What follows belongs to an exercise in optimizing a design on an open flow for small area, a short achievable clock period and few clock cycles per item; a production flow would make more cautious choices. In this exercise RTL edits were held to simulation tests only and were not proved equivalent to the original. No activity file was given, so power comes from the tool's default toggle rates.

==> flow/design.v <==
module sd_classifier (
    input  wire        clk,
    input  wire        rst,         
    input  wire        rst_in,      
    input  wire        in_valid,
    input  wire [7:0]  in_data,
    output wire        in_ready,
    input  wire        hold,        
    input  wire        restart,     
    input  wire        fast,        
    output reg         sym_v,
    output reg  [1:0]  sym,
    output reg         sym_is1,     
    output reg         sym2_v,      
    output reg  [1:0]  sym2,
    output wire [7:0]  nsym,
    output wire        ovf,         
    output wire [7:0]  nsym_now,    
    output wire        ovf_now,
    output wire        last_pop     
);
    localparam [1:0] S_ZERO = 2'd0, S_ONE = 2'd1, S_AMB = 2'd2;
    reg  [6:0] qcnt;            
    reg        pprev;           
    reg  [7:0] s0;
    reg        s0p, s0v;
    wire       s0f = qcnt == 7'd0;
    wire       s0l = qcnt == 7'd127;
    wire [7:0] pb  = {s0[0], s0[1], s0[2], s0[3], s0[4], s0[5], s0[6], s0[7]};
    wire [8:0] pin = {s0l, (pb ^ {pb[6:0], s0p}) & {7'h7f, !s0f}};
    reg  [8:0] hd, nx;          
    reg  [3:0] hc;              
    reg        hv, nv, rdy;
    wire       push = in_valid && rdy;
    assign in_ready = rdy;
    function [3:0] popc;
        input [7:0] x;
        begin
            popc = x[0] + x[1] + x[2] + x[3] + x[4] + x[5] + x[6] + x[7];
        end
    endfunction
    integer j;
    reg        mid;             
    reg  [2:0] pos;
    reg  [2:0] base;            
    reg  [7:0] count;           
    reg        ovf_r;
    reg        c_ok;            
    reg  [3:0] pcr;             
    reg        pcv;
    wire [7:0] rem   = hd[7:0];
    reg  [7:0] a, b;
    integer k;
    always @(*) begin
        for (k = 0; k < 8; k = k + 1) begin
            a[k] = |(rem & ((8'd1 << k) - 8'd1));
            b[k] = 1'b0;
            for (j = 0; j < k; j = j + 1)
                b[k] = b[k] | (rem[j] & |(rem & ((8'd1 << j) - 8'd1)));
        end
    end
    wire [7:0] hot   = rem & ~a;            
    wire [7:0] rem2  = rem & a;
    wire [7:0] hot2  = rem & a & ~b;        
    wire [7:0] rem3  = rem & b;
    wire       any   = |rem;
    wire       more  = |rem2;
    wire       more2 = |rem3;
    reg  [7:0] cz, co, c1;
    reg  [3:0] lj;              
    always @(*) begin
        for (j = 0; j < 8; j = j + 1) begin
            lj    = mid ? j - pos : base + j;
            cz[j] = lj >= 4'd5;
            co[j] = lj <= 4'd3;
            c1[j] = lj == 4'd1;
        end
    end
    wire [1:0] s1  = |(hot & cz) ? S_ZERO : |(hot & co) ? S_ONE : S_AMB;
    wire       i1  = |(hot & c1);
    wire [7:0] nr  = (hot << 1) | (hot << 2) | (hot << 3);
    wire [7:0] n4  = hot << 4;
    wire [1:0] s2  = |(hot2 & nr) ? S_ONE : |(hot2 & n4) ? S_AMB : S_ZERO;
    wire [3:0] pc = hc;
    wire go          = hv && !hold;
    wire counting    = fast || count[7] || ovf_r;
    wire detail_step = go && !counting && hc != 4'd0;
    wire two         = detail_step && hc[3:1] != 3'd0 && c_ok;
    wire pop         = go && (counting || hc[3:1] == 3'd0 || (c_ok && hc <= 4'd2));
    assign last_pop  = pop && hd[8];
    wire [7:0] hl = two ? hot2 : hot;
    wire [2:0] jl = {|(hl & 8'hf0), |(hl & 8'hcc), |(hl & 8'haa)};
    wire [2:0] base_pop = (hl[3:0] != 4'd0) ? 3'd5 : hl[4] ? 3'd4 : hl[5] ? 3'd3 :
                          hl[6] ? 3'd2 : 3'd1;
    wire [8:0] csum    = {1'b0, count} + {5'd0, pcr};
    wire [7:0] cnt1    = count + 8'd1;
    wire [7:0] cnt2    = count + 8'd2;
    wire [7:0] count_n = pcv ? csum[7:0] : !detail_step ? count : two ? cnt2 : cnt1;
    wire       hd_take = !hv || pop;
    wire       m1      = hd_take && nv;             
    wire       m0h     = hd_take && !nv && s0v;     
    wire       m0n     = s0v && !nv && !hd_take || s0v && m1;    
    wire       s0used  = m0h || m0n;
    wire       hv_n    = hv && !pop || m1 || m0h;
    wire       nv_n    = nv && !m1 || m0n;
    wire       s0v_n   = s0v && !s0used || push;
    always @(posedge clk) begin
        if (!s0v || s0used) begin
            s0  <= in_data;
            s0p <= pprev;
        end
        if (push)
            pprev <= in_data[0];
        if (m0n)
            nx <= pin;
        if (hd_take) begin
            hd <= nv ? nx : pin;
            hc <= nv ? popc(nx[7:0]) : popc(pin[7:0]);
        end else if (detail_step) begin
            hd[7:0] <= two ? rem3 : rem2;
            hc      <= hc - (two ? 4'd2 : 4'd1);
        end
    end
    always @(posedge clk) begin
        if (rst_in) begin
            rdy  <= 1'b0;
        end
        if (rst) begin
            hv   <= 1'b0;
            nv   <= 1'b0;
            s0v  <= 1'b0;
            if (!rst_in) rdy <= 1'b1;
            qcnt <= 7'd0;
        end else if (!rst_in) begin
            if (s0used)
                qcnt <= qcnt + 7'd1;
            hv  <= hv_n;
            nv  <= nv_n;
            s0v <= s0v_n;
            rdy <= ({1'b0, hv_n} + {1'b0, nv_n} + {1'b0, s0v_n}) < 2'd3;
        end
    end
    always @(posedge clk) begin
        sym     <= s1;
        sym_is1 <= i1;
        sym2    <= s2;
    end
    always @(posedge clk) begin
        sym_v  <= 1'b0;
        sym2_v <= 1'b0;
        pcv    <= 1'b0;
        if (rst || restart) begin
            base  <= 3'd0;
            mid   <= 1'b0;
            count <= 8'd0;
            c_ok  <= 1'b0;
        end else begin
            count <= count_n;
            c_ok  <= (detail_step ? (two ? count < 8'd125 : count < 8'd126)
                                  : (count != 8'd0 && count < 8'd127));
            if (detail_step) begin
                sym_v   <= 1'b1;
                sym2_v  <= two;
            end else if (go && counting) begin
                pcr <= pc;
                pcv <= 1'b1;
            end
            if (pop) begin
                mid <= 1'b0;
                base <= detail_step ? base_pop : 3'd5;
            end else if (detail_step) begin
                mid <= 1'b1;
                pos <= jl;
            end
        end
    end
    always @(posedge clk) begin
        if (rst || restart) ovf_r <= 1'b0;
        else if (pcv && csum > 9'd128) ovf_r <= 1'b1;
    end
    assign ovf  = ovf_r;
    assign ovf_now  = ovf_r || (pcv && csum > 9'd128);
    assign nsym_now = pcv ? csum[7:0] : count;
    assign nsym = count[7:0];
endmodule
module sd_resolver (
    input  wire        clk,
    input  wire        rst,
    input  wire        restart,     
    input  wire        sym_v,
    input  wire [1:0]  sym,
    input  wire        sym_is1,
    input  wire        sym2_v,      
    input  wire [1:0]  sym2,
    input  wire        flush,       
    output wire        idle,        
    output reg         fast,        
    output reg  [63:0] chips,
    output reg         excl,
    output reg         skip0
);
    localparam [1:0] S_ZERO = 2'd0, S_ONE = 2'd1, S_AMB = 2'd2, S_NONE = 2'd3;
    function [1:0] fwd;
        input [1:0] cur, nxt, prv;
        input       last, first, kodd;
        begin
            fwd = cur;
            if (cur == S_AMB) begin
                if (last)
                    fwd = S_ZERO;
                else if (nxt == S_AMB || (!first && prv == S_AMB))
                    fwd = S_AMB;
                else if (kodd && nxt == S_ONE)
                    fwd = S_ONE;
                else if (!kodd && nxt == S_ZERO)
                    fwd = S_ZERO;
                else
                    fwd = S_AMB;
            end
        end
    endfunction
    reg       pend_v, pend_is0, len0_is1;
    reg [1:0] pend, prevf;
    reg       kfp;
    reg       fa_v, fb_v, fa_is0;
    reg [1:0] fa, fb;
    reg       kcp;
    reg [7:0] pn;           
    reg [7:0] tq;           
    reg       tv;
    wire       fwd_go   = pend_v && (sym_v || flush);
    wire       excl_now = pend_is0 ? (sym_v && len0_is1 && sym == S_AMB) : excl;
    wire [1:0] fva  = fwd(pend, sym, prevf, !sym_v, pend_is0, kfp);
    wire       kfa  = (fva == S_ONE && !(pend_is0 && excl_now)) ? !kfp : 1'b0;
    wire [1:0] fvb  = fwd(sym, sym2, fva, 1'b0, 1'b0, kfa);
    wire       kfb  = (fvb == S_ONE) ? !kfa : 1'b0;
    wire       do_b = fwd_go && sym2_v;
    always @(posedge clk) begin
        fa_v   <= 1'b0;
        fb_v   <= 1'b0;
        fa     <= (fwd_go && !rst && !restart) ? fva : S_NONE;
        fb     <= (fwd_go && sym2_v && !rst && !restart) ? fvb : S_NONE;
        fa_is0 <= pend_is0;
        if (rst || restart) begin
            pend_v <= 1'b0;
            excl   <= 1'b0;
            skip0  <= 1'b0;
            prevf  <= S_ZERO;
            kfp    <= 1'b0;
        end else begin
            if (fwd_go) begin
                fa_v   <= 1'b1;
                fb_v   <= sym2_v;
                prevf  <= do_b ? fvb : fva;
                kfp    <= do_b ? kfb : kfa;
                if (pend_is0) excl <= excl_now;
            end
            if (sym_v) begin
                pend     <= sym2_v ? sym2 : sym;
                pend_v   <= 1'b1;
                pend_is0 <= !pend_v;
                if (!pend_v) begin
                    len0_is1 <= sym_is1;
                    skip0    <= (sym != S_ZERO);
                end
            end else if (fwd_go) begin
                pend_v <= 1'b0;
            end
        end
    end
    wire [7:0] pq    = fa_is0 ? {7'd0, !skip0} : pn;     
    wire [1:0] cva   = (fa == S_AMB) ? (kcp ? S_ONE : S_ZERO) : fa;
    wire       onea  = cva == S_ONE;
    wire       keepa = onea && !(fa_is0 && excl);
    wire       kca   = keepa ? !kcp : 1'b0;
    wire [7:0] tgta  = keepa ? tq : pq;
    wire [1:0] cvb   = (fb == S_AMB) ? (kca ? S_ONE : S_ZERO) : fb;
    wire       oneb  = cvb == S_ONE;
    wire       kcb   = oneb ? !kca : 1'b0;
    wire [7:0] tgtb  = oneb ? tgta : pq + 8'd1;
    wire       c1    = tv && ((fa == S_ZERO && kcp) || (fb == S_ZERO && kca));
    wire [7:0] tgt_n = fb_v ? tgtb : tgta;
    integer k;
    always @(posedge clk) begin
        if (rst || restart) begin
            kcp   <= 1'b0;
            tv    <= 1'b0;
            tq    <= 8'd0;
            fast  <= 1'b0;
        end else if (fa_v) begin
            kcp <= fb_v ? kcb : kca;
            tq  <= tgt_n;
            tv  <= tv || !(fb_v ? oneb && keepa : keepa);
            pn  <= pq + (fb_v ? 8'd2 : 8'd1);
            if (tgt_n > 8'd64) fast <= 1'b1;
        end
    end
    always @(posedge clk) begin
        for (k = 0; k < 64; k = k + 1)
            if (rst || restart)
                chips[63-k] <= 1'b0;
            else if ((onea && pq == k + 1) || (oneb && pq == k) || (c1 && tq == k + 1))
                chips[63-k] <= 1'b1;
    end
    assign idle = fast || (!sym_v && !pend_v && !fa_v);
endmodule
module sd_matcher (
    input  wire        clk,
    input  wire        rst,
    input  wire [16:0] tap0,
    input  wire [16:0] tap1,
    input  wire [63:0] chips_in,
    input  wire        start,
    input  wire        zap,         
    output reg         busy,
    output reg  [63:0] chips,
    output reg         found,
    output reg         poly,
    output reg  [3:0]  offset,
    output reg  [5:0]  window,
    output reg  [2:0]  thr,
    output reg  [5:0]  dist0,
    output reg  [5:0]  dist1
);
    reg        pass2;
    reg        run1;        
    reg [5:0]  tau;         
    reg  [46:0] cr;         
    integer ci;
    always @(*)
        for (ci = 0; ci < 47; ci = ci + 1)
            cr[ci] = chips[46 - ci];
    wire       act = cr[tau];
    reg [16:0] l0, l1, z0, z1;
    reg        s2v;         
    reg        g0, g1;      
    reg [7:0]  e0, e1;
    reg [2:0]  d0 [0:8];
    reg [2:0]  d1 [0:8];
    reg [2:0]  rq;          
    function [2:0] hq;      
        input [2:0] q;
        begin
            case (q)
                3'd0:    hq = 3'd4;
                3'd1:    hq = 3'd3;
                3'd2:    hq = 3'd2;
                default: hq = 3'd1;
            endcase
        end
    endfunction
    function [5:0] endq;    
        input [2:0] q;
        begin
            case (q)
                3'd0:    endq = 6'd47;
                3'd1:    endq = 6'd38;
                3'd2:    endq = 6'd29;
                3'd3:    endq = 6'd20;
                default: endq = 6'd11;
            endcase
        end
    endfunction
    reg  [3:0] so;                                
    wire [5:0] send = endq(rq);                   
    wire y0 = ^(l0 & tap0);
    wire y1 = ^(l1 & tap1);
    reg [8:0] x0, x1;
    integer o, m;
    always @(*) begin
        for (o = 0; o < 9; o = o + 1) begin
            x0[o] = g0;
            x1[o] = g1;
            for (m = 0; m < o; m = m + 1) begin
                x0[o] = x0[o] ^ (e0[m] & z0[m+1]);
                x1[o] = x1[o] ^ (e1[m] & z1[m+1]);
            end
        end
    end
    wire sx0 = x0[so];
    wire sx1 = x1[so];
    reg  sb0, sb1;
    reg       chk;
    reg [2:0] grp;
    reg [2:0] grp_n;
    reg       chk_n;
    always @(*) begin
        chk_n = 1'b1;
        case (tau)
            6'd47:   grp_n = 3'd0;
            6'd38:   grp_n = 3'd1;
            6'd29:   grp_n = 3'd2;
            6'd20:   grp_n = 3'd3;
            6'd11:   grp_n = 3'd4;
            default: begin grp_n = 3'd4; chk_n = 1'b0; end
        endcase
    end
    wire [2:0] h = hq(grp);
    reg [8:0] mt;
    always @(*) begin
        for (o = 0; o < 9; o = o + 1)
            mt[o] = (d0[o] != d1[o]) &&
                    (((d0[o] < d1[o]) ? d0[o] : d1[o]) <= h) &&
                    (grp != 3'd4 || o < 2);
    end
    reg [8:0] mtr, hpr;
    reg       chk2;
    reg [2:0] grp2;
    always @(posedge clk) begin
        for (o = 0; o < 9; o = o + 1) begin
            mtr[o] <= mt[o];
            hpr[o] <= (d1[o] < d0[o]);
        end
        grp2 <= grp;
    end
    reg       hit, hp;
    reg [3:0] ho;
    always @(*) begin
        hit = 1'b0; ho = 4'd1; hp = 1'b0;
        for (o = 8; o >= 0; o = o - 1)
            if (mtr[o]) begin
                hit = 1'b1; ho = o; hp = hpr[o];
            end
    end
    reg  fin, fin0;         
    wire done2 = s2v && pass2 && tau == send;
    reg  done3;             
    wire ld    = start || fin;
    always @(posedge clk) begin
        if (rst || zap) begin
            busy <= 1'b0;
            run1 <= 1'b0;
            s2v  <= 1'b0;
            chk  <= 1'b0;
            chk2 <= 1'b0;
            fin0 <= 1'b0;
            fin  <= 1'b0;
            done3 <= 1'b0;
        end else if (start) begin
            busy  <= 1'b1;
            pass2 <= 1'b0;
            run1  <= 1'b1;
            s2v   <= 1'b0;
            chk   <= 1'b0;
            chk2  <= 1'b0;
            fin0  <= 1'b0;
            fin   <= 1'b0;
            done3 <= 1'b0;
        end else begin
            chk  <= !pass2 && s2v && chk_n;
            chk2 <= chk;
            fin0 <= !pass2 && s2v && tau == 6'd47;
            fin  <= fin0;
            done3 <= done2;
            if (done3) busy <= 1'b0;
            if (fin) begin
                pass2 <= 1'b1;
                run1  <= 1'b1;
            end else if (run1 && tau == 6'd46) begin
                run1 <= 1'b0;
            end
            s2v <= run1;
            if (done2) begin
                run1 <= 1'b0;
                s2v  <= 1'b0;
            end
        end
    end
    always @(posedge clk) begin
        if (ld) begin
            tau <= 6'd0;
            l0  <= start ? chips_in[63:47] : chips[63:47];
            l1  <= start ? chips_in[63:47] : chips[63:47];
            z0  <= 17'd1;
            z1  <= 17'd1;
        end else if (run1) begin
            tau <= tau + 6'd1;
            l0  <= {l0[15:0], y0};
            l1  <= {l1[15:0], y1};
            z0  <= {z0[15:0], ^(z0 & tap0)};
            z1  <= {z1[15:0], ^(z1 & tap1)};
        end
        g0 <= y0 ^ act;
        g1 <= y1 ^ act;
    end
    always @(posedge clk) begin
        grp <= grp_n;
        if (start) begin
            for (o = 0; o < 9; o = o + 1) begin
                d0[o] <= 3'd0;
                d1[o] <= 3'd0;
            end
        end else if (s2v) begin
            for (o = 0; o < 9; o = o + 1) begin
                if (tau > o) begin
                    if (d0[o] != 3'd7) d0[o] <= d0[o] + {2'd0, x0[o]};
                    if (d1[o] != 3'd7) d1[o] <= d1[o] + {2'd0, x1[o]};
                end
                if (o < 8 && tau == o + 1) begin
                    e0[o] <= x0[o];
                    e1[o] <= x1[o];
                end
            end
        end
        sb0 <= !zap && s2v && pass2 && tau > {2'd0, so} && sx0;
        sb1 <= !zap && s2v && pass2 && tau > {2'd0, so} && sx1;
        if (zap || fin) begin
            dist0 <= 6'd0;
            dist1 <= 6'd0;
        end else begin
            dist0 <= dist0 + {5'd0, sb0};
            dist1 <= dist1 + {5'd0, sb1};
        end
    end
    always @(posedge clk) begin
        if (zap || (chk2 && !hit && grp2 == 3'd4)) begin
            found  <= 1'b0;
            poly   <= 1'b0;
            offset <= 4'd2;
            rq     <= 3'd4;
            so     <= 4'd1;
            thr    <= 3'd1;
            window <= 6'd9;
        end else if (chk2 && hit) begin
            found  <= 1'b1;
            poly   <= hp;
            offset <= ho;
            rq     <= grp2;
            so     <= ho;
            thr    <= hq(grp2);
            window <= endq(grp2) - {2'd0, ho};
        end
        if (zap || start) chips <= chips_in;
    end
endmodule
module sweep_decoder (
    input  wire        clk,
    input  wire        rst,
    input  wire [16:0] tap0,
    input  wire [16:0] tap1,
    input  wire        in_valid,
    output wire        in_ready,
    input  wire [7:0]  in_data,
    output wire        out_valid,
    input  wire        out_ready,
    output wire [63:0] out_chips,
    output reg  [7:0]  out_nsym,
    output reg         out_ovf,
    output reg         out_excl,
    output reg         out_skip0,
    output wire        out_found,
    output wire        out_poly,
    output wire [3:0]  out_offset,
    output wire [5:0]  out_window,
    output wire [2:0]  out_thr,
    output wire [5:0]  out_dist0,
    output wire [5:0]  out_dist1
);
    reg  rs;
    always @(posedge clk) rs <= rst;
    reg  held;                  
    reg  ovalid;
    wire mat_busy;
    wire res_idle;
    wire last_pop;
    wire fast, ovf;
    reg  mcur;                  
    reg  rel;                   
    wire mfree   = !mat_busy && !ovalid && !rel;
    reg  handoff;
    always @(posedge clk)
        handoff <= !rs && !handoff && !ovalid && !rel &&
                   ((held && res_idle && (mcur || mfree)) ||
                    (last_pop && fast && mcur));
    wire early   = fast && !mcur && mfree && !held;
    wire mstart  = early || (handoff && !mcur && !ovf);
    reg  mzap;
    always @(posedge clk) mzap <= !rs && handoff && ovf_now;
    always @(posedge clk) begin
        if (rs || handoff) held <= 1'b0;
        else if (last_pop)  held <= 1'b1;
    end
    always @(posedge clk) begin
        if (rs) begin
            mcur <= 1'b0;
            rel  <= 1'b0;
        end else begin
            if (handoff)    mcur <= 1'b0;
            else if (early) mcur <= 1'b1;
            if (handoff)    rel <= 1'b1;
            else if (rel && !mat_busy) rel <= 1'b0;
        end
    end
    wire       sym_v, sym_is1, sym2_v;
    wire [1:0] sym, sym2;
    wire [7:0] nsym, nsym_now;
    wire       ovf_now;
    sd_classifier u_cls (
        .clk      (clk),
        .rst      (rs),
        .rst_in   (rst),
        .in_valid (in_valid),
        .in_data  (in_data),
        .in_ready (in_ready),
        .hold     (held),
        .restart  (handoff),
        .fast     (fast),
        .sym_v    (sym_v),
        .sym      (sym),
        .sym_is1  (sym_is1),
        .sym2_v   (sym2_v),
        .sym2     (sym2),
        .nsym     (nsym),
        .ovf      (ovf),
        .nsym_now (nsym_now),
        .ovf_now  (ovf_now),
        .last_pop (last_pop)
    );
    wire [63:0] chips;
    wire        excl, skip0;
    sd_resolver u_res (
        .clk     (clk),
        .rst     (rs),
        .restart (handoff),
        .sym_v   (sym_v),
        .sym     (sym),
        .sym_is1 (sym_is1),
        .sym2_v  (sym2_v),
        .sym2    (sym2),
        .flush   (held),
        .idle    (res_idle),
        .fast    (fast),
        .chips   (chips),
        .excl    (excl),
        .skip0   (skip0)
    );
    sd_matcher u_mat (
        .clk      (clk),
        .rst      (rs),
        .tap0     (tap0),
        .tap1     (tap1),
        .chips_in (chips),
        .start    (mstart),
        .zap      (mzap),
        .busy     (mat_busy),
        .chips    (out_chips),
        .found    (out_found),
        .poly     (out_poly),
        .offset   (out_offset),
        .window   (out_window),
        .thr      (out_thr),
        .dist0    (out_dist0),
        .dist1    (out_dist1)
    );
    always @(posedge clk) begin
        if (handoff) begin
            out_nsym  <= ovf_now ? 8'd0 : nsym_now;
            out_ovf   <= ovf_now;
            out_excl  <= excl && !ovf_now;
            out_skip0 <= skip0 && !ovf_now;
        end
    end
    always @(posedge clk) begin
        if (rst || rs)                ovalid <= 1'b0;
        else if (rel && !mat_busy)    ovalid <= 1'b1;
        else if (ovalid && out_ready) ovalid <= 1'b0;
    end
    assign out_valid = ovalid;
endmodule
==> flow/run.sh <==
#!/bin/bash
# synth_recipe.tcl (not shown) runs the flow's synth.tcl, then flattens the netlist and writes it again
# the make line also repeats each setting of config.mk as NAME=value (left out here)
make -C /OpenROAD-flow-scripts/flow DESIGN_CONFIG=/design/flow/config.mk WORK_HOME=/design/flow/orfs CLKGATE_MAP_FILE= SYNTH_SCRIPT=/design/flow/synth_recipe.tcl finish
==> flow/config.mk <==
export PLATFORM = sky130hd
export DESIGN_NAME = sweep_decoder
export DESIGN_NICKNAME = sweep_decoder
export VERILOG_FILES = /design/flow/design.v
export SDC_FILE = /design/flow/constraint.sdc
export NUM_CORES = 4
export LEC_CHECK = 0
export CAP_MARGIN = 20
export CORE_MARGIN = 2
export CORE_UTILIZATION = 60
export SETUP_SLACK_MARGIN = 5
export SLEW_MARGIN = 20
==> flow/constraint.sdc <==
create_clock -name core_clock -period 10.0 [get_ports {clk}]
set_input_delay 2.0000 -clock core_clock [delete_from_list [all_inputs] [get_ports {clk}]]
set_output_delay 2.0000 -clock core_clock [all_outputs]
set_load 0.01 [all_outputs]
==> metrics.yaml, run 1 <==
clock_tree:
  cts_num_sinks: 467
  cts_setup_buffers: 0
  clkTransAtPathRegs_ps: 60
  cts_hold_buffers: 0
  cts.repair.resized: 0
  cts_buffers: 49
  cts-root-buf: "clkbuf_16"
  insertion_delay_ps: 590
  htreeDepth: 2
  max-clock-path-buffers: 3
  cts_tree: "yes"
timing:
  fmaxAchievable_mhz: 260
  drv_slew: 0
  rsz0062_at_grt: "no"
  hold_slack_ps: 426
  slew_headroom_pct: 30.5
  fin_ws_ps: 6150
  fin_crit_ps: 3850
  finClkSkew_ps: 17.8
  finalCritPeriodShare_pct: 38.5
  setup_violations: 0
  fin_tns_setup_ps: 0
  worst_slew_pin_slew_ps: 1040
  finalHoldViolations: 0
setup_path:
  crit_chain: "inv_1 -> ha_1 -> a31oi_1 -> ha_1 -> fa_1 -> fa_1 -> inv_1 -> fa_1 -> fa_1 -> xor2_1 -> nor2_1 -> a211oi_1 -> a21oi_1"
  slowest_delay_ps: 490
  crit_path_end_kind: "register"
  crit_top_cell: "fa_1"
  reg2reg_setup_slack_ps: 6150
  critPathKind: "register to register"
  arrival_ps: 4150
  critPathSlowestCell: "fa_1"
  crit_family: "adder cells"
  critPathLaunch: "u_cls.qcnt[0]"
  r2r-start: "u_cls.qcnt[0]"
  required_ps: 10300
  cp.buffers_inverters: 2
  setup.worst_path.start_class: "register"
  critical_path.max_fanout: 4
global_routing:
  grt_max_degree: 94
  antenna_found_initial: 0
  first_global_vias: 19800
  grt_pass1_wl_um: 106000
  track_usage_pct: 30.1
  grt_overflow: 0
final_layout:
  nFillCells: 3235
  design_area_mm2: 0.0283
  antennaDiodeCount: 0
  multiInputGateArea_mm2: 0.0128
  area_growth_pct: 13.4
  nets: 2968
  finish.utilization_pct: 69.2
  seqCellArea_mm2: 0.0111
  drive_gt1_share_pct: 5.61
hold_path:
  min_path_type: "register to register"
  hp-start: "u_cls.pprev"
floorplanning:
  start_util_pct: 61.1
  num_rows: 74
  ios: 150
  die_w_um: 208
  die_h_um: 208
  core_mm2: 0.0409
  die_area_mm2: 0.0433
synth:
  ys_seq_area_share_pct: 44.5
  synth_ff_type: "dfxtp_1"
  netlist_area_mm2: 0.0250
  synth_cells: 2675
  syn_nets: 2886
  ys_types: 86
  ys.warnings.count: 10
  synth_edf_count: 177
  async_flop_share_pct: 0
  synth-seq-cells: 467
  avgSynthCellArea_um2: 9.34
place:
  port_buffers: 149
  dpl_cell_area_mm2: 0.0267
  post-place-ws_ps: 5970
  dp.final_hpwl_um: 47900
  place_congestion: 0.906
detailed_routing:
  drtAntennaViolNets: 0
  drt_first_pass_iters: 6
  post_drt_wl_per_cell_um: 19.7
  via_per_inst: 6.11
  post-route-drc-count: 0
  wl_um: 65700
  dr_total_vias: 20300
  drt_first_iter_violations: 1668
power:
  switchingPower_w: 0.00184
  clkPwrFrac_pct: 31.7
  p_sw_share_pct: 32.3
  sequentialPowerShare_pct: 42.1
  p_leak_nw: 10.7
  p_int_w: 0.00385
  pwr_density_cell_mw_per_mm2: 201
  comb_power_share_pct: 26.2
  ir_worst_vdd_mv: 0.161
run:
  cap_violations: 0
status:
  outcome: "finished clean"
[placed cells by master (no fill, tap or decap), types with 9 or more instances in the layout]
master	netlist	final
buf_4	2	25
xor2_1	48	48
nand3_1	47	47
mux2i_1	51	51
clkdlybuf4s50_1	0	149
nor2_1	269	268
and2_1	33	33
or2_2	9	9
a21o_1	17	17
nand2_1	319	319
a221oi_1	64	64
ha_1	152	152
a211oi_1	30	30
xnor2_1	100	100
clkinv_2	0	14
and3_1	19	19
mux4_2	14	14
inv_1	125	125
a21oi_1	268	268
a31oi_1	39	39
o31ai_1	13	13
or3_1	11	10
edfxtp_1	177	177
a22oi_1	34	34
nor2b_1	28	28
dfxtp_1	290	289
nor4_1	12	10
nor3b_1	15	15
clkbuf_16	0	51
fa_1	13	13
clkbuf_1	109	10
o211ai_1	10	10
nand4_1	12	12
o21ai_0	84	83
nand2b_1	61	61
nor3_1	33	33
[sequential cells by signal, summed over array words and instances (netlist names), 9 cells and up]
| name | flops |
|---|---|
| u_mat.hpr | 9 |
| u_mat.d0 | 27 |
| u_res.chips | 64 |
| u_cls.hd | 9 |
| u_mat.z1 | 17 |
| u_mat.z0 | 17 |
| u_mat.l1 | 17 |
| u_cls.nx | 9 |
| u_mat.l0 | 17 |
| u_mat.mtr | 9 |
| u_mat.chips | 64 |
| u_mat.d1 | 27 |
[kinds of logic after synthesis]
kind of cell    after synthesis  synth area share (%)
simple gates                896                  16.5
buf+inv                     269                  4.29
fa+ha+maj                   171                  8.90
compound gates              644                  16.4
xor+xnor                    155                  5.78
mux                          73                  3.67
flops                       467                  44.5
[cells in the mapped netlist, drive strengths merged, types with 8 or more instances]
library cell	instances	area (um^2)
a211oi	31	238
a21boi	11	86.3
a21o	17	128
a21oi	268	1340
a221oi	64	561
a22oi	34	255
a311oi	10	100
a31oi	39	244
and2	36	228
and3	19	119
buf	33	183
clkbuf	110	417
dfxtp	290	5810
edfxtp	177	5320
fa	13	260
ha	152	1900
inv	126	473
mux2	8	90.1
mux2i	51	510
mux4	14	315
nand2	319	1200
nand2b	61	382
nand3	47	235
nand4	12	75.1
nor2	269	1010
nor2b	28	175
nor3	33	165
nor3b	16	125
nor4	14	100
o211ai	10	75.1
o21a	8	60.1
o21ai	87	435
o31ai	13	97.6
or2	9	56.3
or3	11	68.8
xnor2	102	908
xor2	48	420
[final cells by class]
cell class                 count  share of cell area (%)
sequential                   467                    39.3
multi-input combinational   1939                    45.2
timing repair buffer         174                    5.93
inverter                     126                    1.67
tap                          532                    2.35
clock buffer                  67                    4.93
clock inverter                24                   0.658
[power by group through the flow]
stage | Sequential, W | Clock [W] | Combinational [W]
global route | 0.00242 | 0.00191 | 0.00166
CTS | 0.00239 | 0.00183 | 0.00149
floorplan | 0.00231 | 0 | 0.00114
finish | 0.00239 | 0.00180 | 0.00149
global placement | 0.00242 | 0 | 0.00141
detailed placement | 0.00243 | 0 | 0.00148
[stage by stage]
stage	cells	total power [W]
5_1_grt	3329	0.00599
4_1_cts	3328	0.00571
3_3_place_gp	3237	0.00384
2_1_floorplan	2675	0.00346
3_5_place_dp	3237	0.00391
6_report	3329	0.00569
[final timing paths]
path | end | cells past startpoint
max | u_cls.hc[2] | 13
min | u_cls.s0p | 0
max reg2reg | u_cls.hc[2] | 13
min reg2reg | u_cls.s0p | 0
[routing by layer]
metal / track usage [%] / share of wire [%]
met1: 39.5 / 43
met3: 4.59 / 5.9
met4: 9.88 / 3.1
met5: 0 / 0
met2: 51.0 / 48
[worst register-to-register path, stage by stage (launching register included)]
cell and delay (ps):
dfxtp_1 380, inv_1 60, ha_1 200, a31oi_1 330
ha_1 310, fa_1 460, fa_1 490, inv_1 50
fa_1 400, fa_1 400, xor2_1 140, nor2_1 60
a211oi_1 240, a21oi_1 60
Testbench counts, summed over its fixed seeds: cycles 13,478, items 96.
==> run 2, diff against run 1 <==
--- a/flow/design.v
+++ b/flow/design.v
@@ -24,8 +24,7 @@
     reg        pprev;           
     reg  [7:0] s0;
     reg        s0p, s0v;
-    wire       s0f = qcnt == 7'd0;
-    wire       s0l = qcnt == 7'd127;
+    reg        s0f, s0l;        
     wire [7:0] pb  = {s0[0], s0[1], s0[2], s0[3], s0[4], s0[5], s0[6], s0[7]};
     wire [8:0] pin = {s0l, (pb ^ {pb[6:0], s0p}) & {7'h7f, !s0f}};
     reg  [8:0] hd, nx;          
@@ -36,7 +35,8 @@
     function [3:0] popc;
         input [7:0] x;
         begin
-            popc = x[0] + x[1] + x[2] + x[3] + x[4] + x[5] + x[6] + x[7];
+            popc = (({3'd0, x[0]} + {3'd0, x[1]}) + ({3'd0, x[2]} + {3'd0, x[3]})) +
+                   (({3'd0, x[4]} + {3'd0, x[5]}) + ({3'd0, x[6]} + {3'd0, x[7]}));
         end
     endfunction
     integer j;
@@ -131,9 +131,14 @@
             s0v  <= 1'b0;
             if (!rst_in) rdy <= 1'b1;
             qcnt <= 7'd0;
+            s0f  <= 1'b1;
+            s0l  <= 1'b0;
         end else if (!rst_in) begin
-            if (s0used)
+            if (s0used) begin
                 qcnt <= qcnt + 7'd1;
+                s0f  <= qcnt == 7'd127;
+                s0l  <= qcnt == 7'd126;
+            end
             hv  <= hv_n;
             nv  <= nv_n;
             s0v <= s0v_n;
==> metrics.yaml, run 2 <==
floorplanning:
  core_mm2: 0.0410  # +0.23%
  num_rows: 74  # unchanged
  die_w_um: 208  # +0.17%
  die_h_um: 208  # +0.17%
  start_util_pct: 61.1  # +0.079 points
  ios: 150  # unchanged
  die_area_mm2: 0.0434  # +0.35%
clock_tree:
  clkTransAtPathRegs_ps: 60  # about the same
  cts_hold_buffers: 0  # unchanged
  cts_setup_buffers: 0  # unchanged
  htreeDepth: 2  # unchanged
  insertion_delay_ps: 610  # +20 ps
  cts_tree: "yes"
  cts_num_sinks: 469  # +0.43%
  cts.repair.resized: 0  # unchanged
  max-clock-path-buffers: 3  # unchanged
  cts_buffers: 50  # +2.0%
  cts-root-buf: "clkbuf_16"
place:
  placed_cells: 3227  # -0.31%
  port_buffers: 149  # unchanged
  place_congestion: 0.887  # -2.2%
  dp.final_hpwl_um: 47900  # about the same
  post-place-ws_ps: 6000  # +28.0 ps
timing:
  setup_violations: 0  # unchanged
  rsz0062_at_grt: "no"
  drv_slew: 0  # unchanged
  fin_ws_ps: 6330  # +184 ps
  finalHoldViolations: 0  # unchanged
  fin_tns_setup_ps: 0  # unchanged
  finClkSkew_ps: 21.4  # +3.55 ps
  worst_slew_pin_slew_ps: 1130  # +86.0 ps
  fin_crit_ps: 3670  # -184 ps
  fmaxAchievable_mhz: 273  # +5.0%
  finalCritPeriodShare_pct: 36.7  # -1.8 points
  slew_headroom_pct: 24.1  # -6.3 points
final_layout:
  area_growth_pct: 14.2
  antennaDiodeCount: 0  # unchanged
  layout.cells.non_filler: 3321  # -0.24%
  layout.cells.most_common: "nand2_1"
  reg_top3: "u_mat.chips: 64 flops, u_res.chips: 64 flops"
  nets: 2964  # -0.13%
  drive_gt1_share_pct: 5.63  # +0.016 points
  final_cell_mix: "nand2_1, dfxtp_1, nor2_1, a21oi_1, edfxtp_1"
power:
  p_leak_nw: 10.7  # +0.47%
  ir_worst_vdd_mv: 0.159  # -1.5%
  pwr_density_cell_mw_per_mm2: 210  # +4.7%
setup_path:
  cp.buffers_inverters: 1  # -1
  critPathSlowestCell: "clkdlybuf4s50_1"
  slowest_delay_ps: 600  # +110 ps
  arrival_ps: 1670  # -2480 ps
  r2r_cells: 8  # -5
  critPathKind: "register to output port"
  required_ps: 8000  # -2300 ps
  reg2reg_to: "u_cls.pos[2]"
  crit_path_end_kind: "output port"
  r2r-start: "u_cls.count[7]"
  setup.worst_path.start_class: "register"
  critical_path.max_fanout: 7  # +3
  reg2reg_setup_slack_ps: 6460  # +310 ps
  crit_chain: "clkdlybuf4s50_1"
  crit_family: "buffers and inverters"
run:
  cap_violations: 0  # unchanged
synth:
  synth_edf_count: 177  # unchanged
  avgSynthCellArea_um2: 9.40  # +0.62%
  async_flop_share_pct: 0  # unchanged
  synth_ff_type: "dfxtp_1"
  ys.warnings.count: 10  # unchanged
  netlist_area_mm2: 0.0251  # +0.36%
  synthTopCellsByArea: "dfxtp_1, edfxtp_1, ha_1"
  synth_top_area_cell: "dfxtp_1"
  ys_types: 85  # -1.2%
  synth-seq-cells: 469  # +0.43%
  synth_cells: 2668  # -0.26%
  post-synth-top-count-cell: "nand2_1"
  ys_seq_area_share_pct: 44.5  # about the same
  syn_nets: 2885  # -0.035%
  yosys.area.top_type_share_pct: 23.3  # +0.077 points
  yosys-top-cells-count: "nand2_1, dfxtp_1, nor2_1"
hold_path:
  min_to: "u_mat.grp2[2]"
  min_path_type: "register to register"
  hold_depth: 0  # unchanged
  hp-start: "u_mat.grp[2]"
detailed_routing:
  dr_total_vias: 20400  # +0.30%
  via_per_inst: 6.14  # +0.55%
  wl_um: 66400  # +0.97%
  post-route-drc-count: 0  # unchanged
  drt_first_pass_iters: 5  # -1
  drtAntennaViolNets: 0  # unchanged
  drt_first_iter_violations: 1905  # +14%
  post_drt_wl_per_cell_um: 20.0  # +1.2%
global_routing:
  grt_pass1_wl_um: 106000  # about the same
  grtUsageMet1_pct: 40.9  # +1.4 points
  gr-usage-met3_pct: 4.21  # -0.38 points
  grt_overflow: 0  # unchanged
  first_global_vias: 19600  # -1.2%
  top_usage_layer: "met2"
  antenna_found_initial: 0  # unchanged
  met2_usage_pct: 50.5  # -0.49 points
  track_usage_pct: 30.4  # +0.30 points
  grt_max_degree: 78  # -17%
status:
  outcome: "finished clean"
[run 2: cell count changes in the layout (fill, tap and decap cells not counted), sizes merged, moves of 5 or more]
cell	change
o31ai	-5
a31oi	-6
nor2b	+17
o211ai	+6
a221oi	+5
and3	-6
buf	-6
nor3b	-5
and2	+5
ha	+6
inv	-18
[run 2: metal layers]
metal	share of wire (%)	vias up
li1	-	9691
met1	43	9862
met2	48	742
met3	6.5	98
met4	2.7	0
met5	0	-
[run 2: cells by family (layout without fill, tap and decap cells)]
family	Yosys count	count (layout)	synth area share, %
AO/OA/AOI/OAI	647	647	16.5
XOR/XNOR	155	155	6.07
adder cells (fa/ha/maj)	173	173	9.00
buffers and inverters	249	370	3.88
flip-flops	469	469	44.5
multiplexers	72	72	3.55
AND/OR/NAND/NOR	903	903	16.5
[run 2: how the worst max path moves through the flow]
stage	from	endpoint	slack [ps]	cells past startpoint
2_1_floorplan	tap0[11]	u_mat.l0[0]	6700	7
3_3_place_gp	tap0[14]	u_mat.l0[0]	6070	8
4_1_cts	u_mat.tau[0]	u_mat.d1[5][0]	6040	9
6_report	u_mat.so[2]	out_offset[2]	6330	1
5_1_grt	u_cls.count[7]	u_cls.pos[2]	6110	8
3_5_place_dp	tap0[1]	u_mat.l0[0]	6000	8
[run 2: metrics by stage]
stage	total power, W	instance area, um^2	hold WS [ps]	utilization (%)
2_1_floorplan	0.00359	25100	358	-
3_3_place_gp	0.00400	26800	373	65.4
3_5_place_dp	0.00407	26800	375	65.4
4_1_cts	0.00604	28600	384	69.8
5_1_grt	0.00632	28600	403	69.8
6_report	0.00601	28600	386	69.8
[run 2: cell type report]
class                           instances  area [um^2]
Multi-Input combinational cell       1950        13000
Fill cell                            3201        12400
Tap cell                              532          666
Sequential cell                       469        11200
Clock inverter                         24          274
Inverter                              108          405
Timing Repair Buffer                  168         1630
Clock buffer                           70         1500
[run 2: where the power goes]
group / total [W] / switching, W / internal [W]
sequential: 0.00242 / 0.000243 / 0.00218
combinational: 0.00162 / 0.000898 / 0.000720
clock: 0.00197 / 0.000790 / 0.00118
total: 0.00601 / 0.00193 / 0.00408
Testbench counts of run 2, summed over its fixed seeds: cycles 13,478, items 96.

[afterwards: timing with drivers on the ports]
No port has a modelled driver above. Below, the same layouts with a new extraction and two added sets of constraints.
Step 1, drivers: a clkbuf_16 drives clk and a buf_2 each remaining input, both assumed.
Step 2 also shifts input and output timing later by t, the mid clock arrival at the registers, as if the neighbouring blocks saw the same clock.
Slacks: ideal / step 1 / step 2; pairs: ideal / step 1.
run	t, ns	setup WS [ns]	latest minus earliest clock arrival (ns)
run 1	0.643	6.149 / 6.149 / 5.899	0.019 / 0.020
run 2	0.659	6.332 / 6.268 / 5.967	0.023 / 0.023
After both steps setup and hold are still met in every run listed. The setup slack of run 2, which loses most, moves by -0.064 ns with the drivers and by -0.365 ns with both steps.
